Source: an optimization exercise on an open RTL-to-GDS flow (aim: small area, a short achievable clock period and few clock cycles per item). Production flows keep margins and buffers that such runs may drop. Function was checked by simulation only, so behaviour that the tests miss may differ from the original. Power is estimated from default activity; no workload was simulated.

== lane 1 ==
Design harp_rxf, start of the top module:
module harp_rxf (
    input  wire       clk,
    input  wire       rst,         
    input  wire       in_valid,
    input  wire [7:0] in_data,
    output wire       in_ready,
    input  wire       flush,       
    output wire       out_valid,
    input  wire       out_ready,
    output wire [7:0] out_data,
    output wire       out_last,
    output wire [2:0] out_kind      
);
    localparam [2:0] K_BADLEN   = 3'd1,
                     K_CHECKSUM = 3'd2,
                     K_BADTYPE  = 3'd3,
                     K_BADPTYPE = 3'd4,
                     K_LENMIS   = 3'd5;
    localparam [2:0] S_L   = 3'd0,    
                     S_C   = 3'd1,    
                     S_CK  = 3'd2,    
                     S_P   = 3'd3,    
                     S_DEC = 3'd4;    
    reg  [7:0] mem_e [0:127];         
    reg  [7:0] mem_o [0:127];         
    reg  [8:0] tk;                    
    reg        iv;                    
    reg  [7:0] ib;
    reg  [7:0] rs;                    
  ...
==> flow/config.mk <==
export PLATFORM = sky130hd
export DESIGN_NAME = harp_rxf
export DESIGN_NICKNAME = harp_rxf
export VERILOG_FILES = /design/flow/design.v
export SDC_FILE = /design/flow/constraint.sdc
export NUM_CORES = 4
export LEC_CHECK = 0
export CAP_MARGIN = 30
export CORE_MARGIN = 2
export CORE_UTILIZATION = 50
export CTS_BUF_LIST = sky130_fd_sc_hd__clkbuf_16
export CTS_CLUSTER_DIAMETER = 60
export CTS_CLUSTER_SIZE = 24
export SETUP_SLACK_MARGIN = 5
export SLEW_MARGIN = 40
==> flow/constraint.sdc <==
create_clock -name core_clock -period 12.0 [get_ports {clk}]
set_input_delay 2.4000 -clock core_clock [delete_from_list [all_inputs] [get_ports {clk}]]
set_output_delay 2.4000 -clock core_clock [all_outputs]
set_load 0.01 [all_outputs]
run.sh (not shown) runs the stock make flow with config.mk's settings and CLKGATE_MAP_FILE= SYNTH_SCRIPT=/design/flow/synth_recipe.tcl, a recipe that flattens the netlist after the stock synthesis.
Testbench counts of lane 1, summed over its fixed seeds: cycles 59,769, bytes 56,077.
--- input diff lane 1..lane 2 ---
-- flow/design.v --
<<< lane 1, line 53
    reg         c_chk;                
    reg  [2:0]  c_pk;                 
    reg  [7:0] row_e [0:15];
    reg  [7:0] row_o [0:15];
    reg  [7:0] rd_e, rd_o;
    integer k, r;
    always @(*) begin
        for (r = 0; r < 16; r = r + 1) begin
            row_e[r] = 8'd0;
            row_o[r] = 8'd0;
            for (k = 0; k < 8; k = k + 1) begin
                row_e[r] = row_e[r] | (mem_e[8 * r + k] & {8{rl_e[k]}});
                row_o[r] = row_o[r] | (mem_o[8 * r + k] & {8{rl_o[k]}});
            end
        end
        rd_e = 8'd0;
        rd_o = 8'd0;
        for (r = 0; r < 16; r = r + 1) begin
            rd_e = rd_e | (row_e[r] & {8{rh_e[r]}});
            rd_o = rd_o | (row_o[r] & {8{rh_o[r]}});
        end
    end
>>> lane 2, line 53
    reg         c_chk;                
    reg  [2:0]  c_pk;                 
    reg  [7:0] rd_e, rd_o;
    integer k;
    always @(*) begin
        rd_e = 8'd0;
        rd_o = 8'd0;
        for (k = 0; k < 128; k = k + 1) begin
            rd_e = rd_e | (mem_e[k] & {8{rh_e[k / 8] & rl_e[k % 8]}});
            rd_o = rd_o | (mem_o[k] & {8{rh_o[k / 8] & rl_o[k % 8]}});
        end
    end
<<< lane 1, line 92
    wire [8:0] h1  = h + 9'd1;
    wire [8:0] sp  = h + {6'd0, so};
    wire [2:0] so_p1 = so + 3'd1;
    wire [2:0] so_m1 = (so == 3'd0) ? 3'd0 : so - 3'd1;
    wire       so_in = g_d && d_r1;   
    wire [2:0] so_dn = so_in ? so : so_m1;
    wire [8:0] av_w = av + {8'd0, wv};
    wire       whole = (av >= need);  
>>> lane 2, line 82
    wire [8:0] h1  = h + 9'd1;
    wire [8:0] sp  = h + {6'd0, so};
    wire [2:0] so_up = so + {2'd0, g_d && d_r1};
    wire [2:0] so_dn = (so_up == 3'd0) ? 3'd0 : so_up - 3'd1;
    wire [8:0] av_w = av + {8'd0, wv};
    wire       whole = (av >= need);  
<<< lane 1, line 134
    wire       d2   = (st == S_C || st == S_CK || st == S_P) && c_v && (c_j == h3);
    wire       cmpl = (av >= c_len2);                           
    reg        r2_inf;                
    reg        f_act;
    reg  [8:0] fo;                    
>>> lane 2, line 122
    wire       d2   = (st == S_C || st == S_CK || st == S_P) && c_v && (c_j == h3);
    wire       cmpl = (av >= c_len2);                           
    wire       r2_inf = (a_v && !a_f && a_j == h3) || (b_v && !b_f && b_j == h3) ||
                        (c_v && c_j == h3);
    reg        f_act;
    reg  [8:0] fo;                    
<<< lane 1, line 158
    reg        d_r3;                  
    reg        d_rn;                  
    reg        d_r2;                  
    wire [8:0] hn1 = hn + 9'd1;
    reg  [8:0] d_addr;
>>> lane 2, line 147
    reg        d_r3;                  
    reg        d_rn;                  
    wire [8:0] hn1 = hn + 9'd1;
    reg  [8:0] d_addr;
<<< lane 1, line 171
        d_r3    = 1'b0;
        d_rn    = 1'b0;
        d_r2    = 1'b0;
        d_addr  = sp;
        d_addr1 = sp1[7:0];
>>> lane 2, line 159
        d_r3    = 1'b0;
        d_rn    = 1'b0;
        d_addr  = sp;
        d_addr1 = sp1[7:0];
<<< lane 1, line 194
                end else if (av >= 9'd5 && !have_p && !r2_inf) begin
                    d_want  = 1'b1;
                    d_r2    = 1'b1;
                    d_addr  = h3;
                    d_addr1 = h3[7:0] + 8'd1;
>>> lane 2, line 181
                end else if (av >= 9'd5 && !have_p && !r2_inf) begin
                    d_want  = 1'b1;
                    d_addr  = h3;
                    d_addr1 = h3[7:0] + 8'd1;
<<< lane 1, line 205
                end else if (!have_p && !r2_inf) begin
                    d_want  = 1'b1;
                    d_r2    = 1'b1;
                    d_addr  = h3;
                    d_addr1 = h3[7:0] + 8'd1;
>>> lane 2, line 191
                end else if (!have_p && !r2_inf) begin
                    d_want  = 1'b1;
                    d_addr  = h3;
                    d_addr1 = h3[7:0] + 8'd1;
<<< lane 1, line 358
            pb       <= 8'd0;
            have_p   <= 1'b0;
            r2_inf   <= 1'b0;
            garb     <= 1'b0;
            rq_n     <= 2'd0;
>>> lane 2, line 343
            pb       <= 8'd0;
            have_p   <= 1'b0;
            garb     <= 1'b0;
            rq_n     <= 2'd0;
<<< lane 1, line 382
            rq_n <= rq_n + {1'b0, dec_push} - {1'b0, rq_pop};
            av <= av_w;
            if (so_in) so <= so_p1;
            if (g_d && d_rn) nn_iss <= 1'b1;
            if (g_d && d_r2) r2_inf <= 1'b1;
            if (d2) begin
                p_kind <= c_pk;
>>> lane 2, line 366
            rq_n <= rq_n + {1'b0, dec_push} - {1'b0, rq_pop};
            av <= av_w;
            if (g_d && d_r1) so <= so + 3'd1;
            if (g_d && d_rn) nn_iss <= 1'b1;
            if (d2) begin
                p_kind <= c_pk;
<<< lane 1, line 413
                            hn     <= hc + 9'd2;
                            nn_iss <= 1'b0;
                            r2_inf <= 1'b0;
                            hl     <= hc;
                            hl1    <= hc1;
>>> lane 2, line 396
                            hn     <= hc + 9'd2;
                            nn_iss <= 1'b0;
                            hl     <= hc;
                            hl1    <= hc1;
Findings:
- Cell area after technology mapping went up by a few percent going from lane 1 to lane 2.
- Going from lane 1 to lane 2, design internal power shrank slightly.
- Re sequential share of cell area: lane 2 and lane 1 aren't equal, and the higher value belongs to lane 1.
- Data-path buffer share of cell area in the final layout was lower in lane 1 than in lane 2.
- Compared with lane 1, lane 2 shows a lower data required time at the worst endpoint.
- The final reports for lane 2 and lane 1 show power lower in the former.
- Lane 2 vs. lane 1: part of the total power dissipated in the clock network increased by 1.3 points relative to the old numbers; share of the cycle needed by the critical path after routing saw an increase.
Testbench counts of lane 2, summed over its fixed seeds: cycles 59,769, bytes 56,077.

-- what the ideal ports hide --
In the flow no input, the clock included, has a driving cell. The finished layouts below were timed again as built, in two steps.
Step 1 assumes that a clkbuf_16 drives the clock port and a buf_2 every other input.
Step 2 times the ports against the registers' clock, not the clock port: input delays grow and output delays shrink by t, the midpoint of the rising clock arrivals with the driver on.
Slacks: no drivers / after step 1 / after step 2; pairs: no drivers / after step 1.
run | t (ns) | setup WS [ns] | hold slack, ns | worst slew at a driven data input, ns
lane 1 | 0.927 | 7.399 / 7.399 / 7.045 | 0.331 / 0.331 / 0.331 | 0.05
lane 2 | 0.952 | 7.242 / 7.242 / 7.242 | 0.332 / 0.332 / 0.332 | 0.14
After both steps every run listed still meets setup and hold. For lane 1, which loses most, drivers alone change the setup slack by 0.000 ns; drivers and shift together by -0.354 ns.
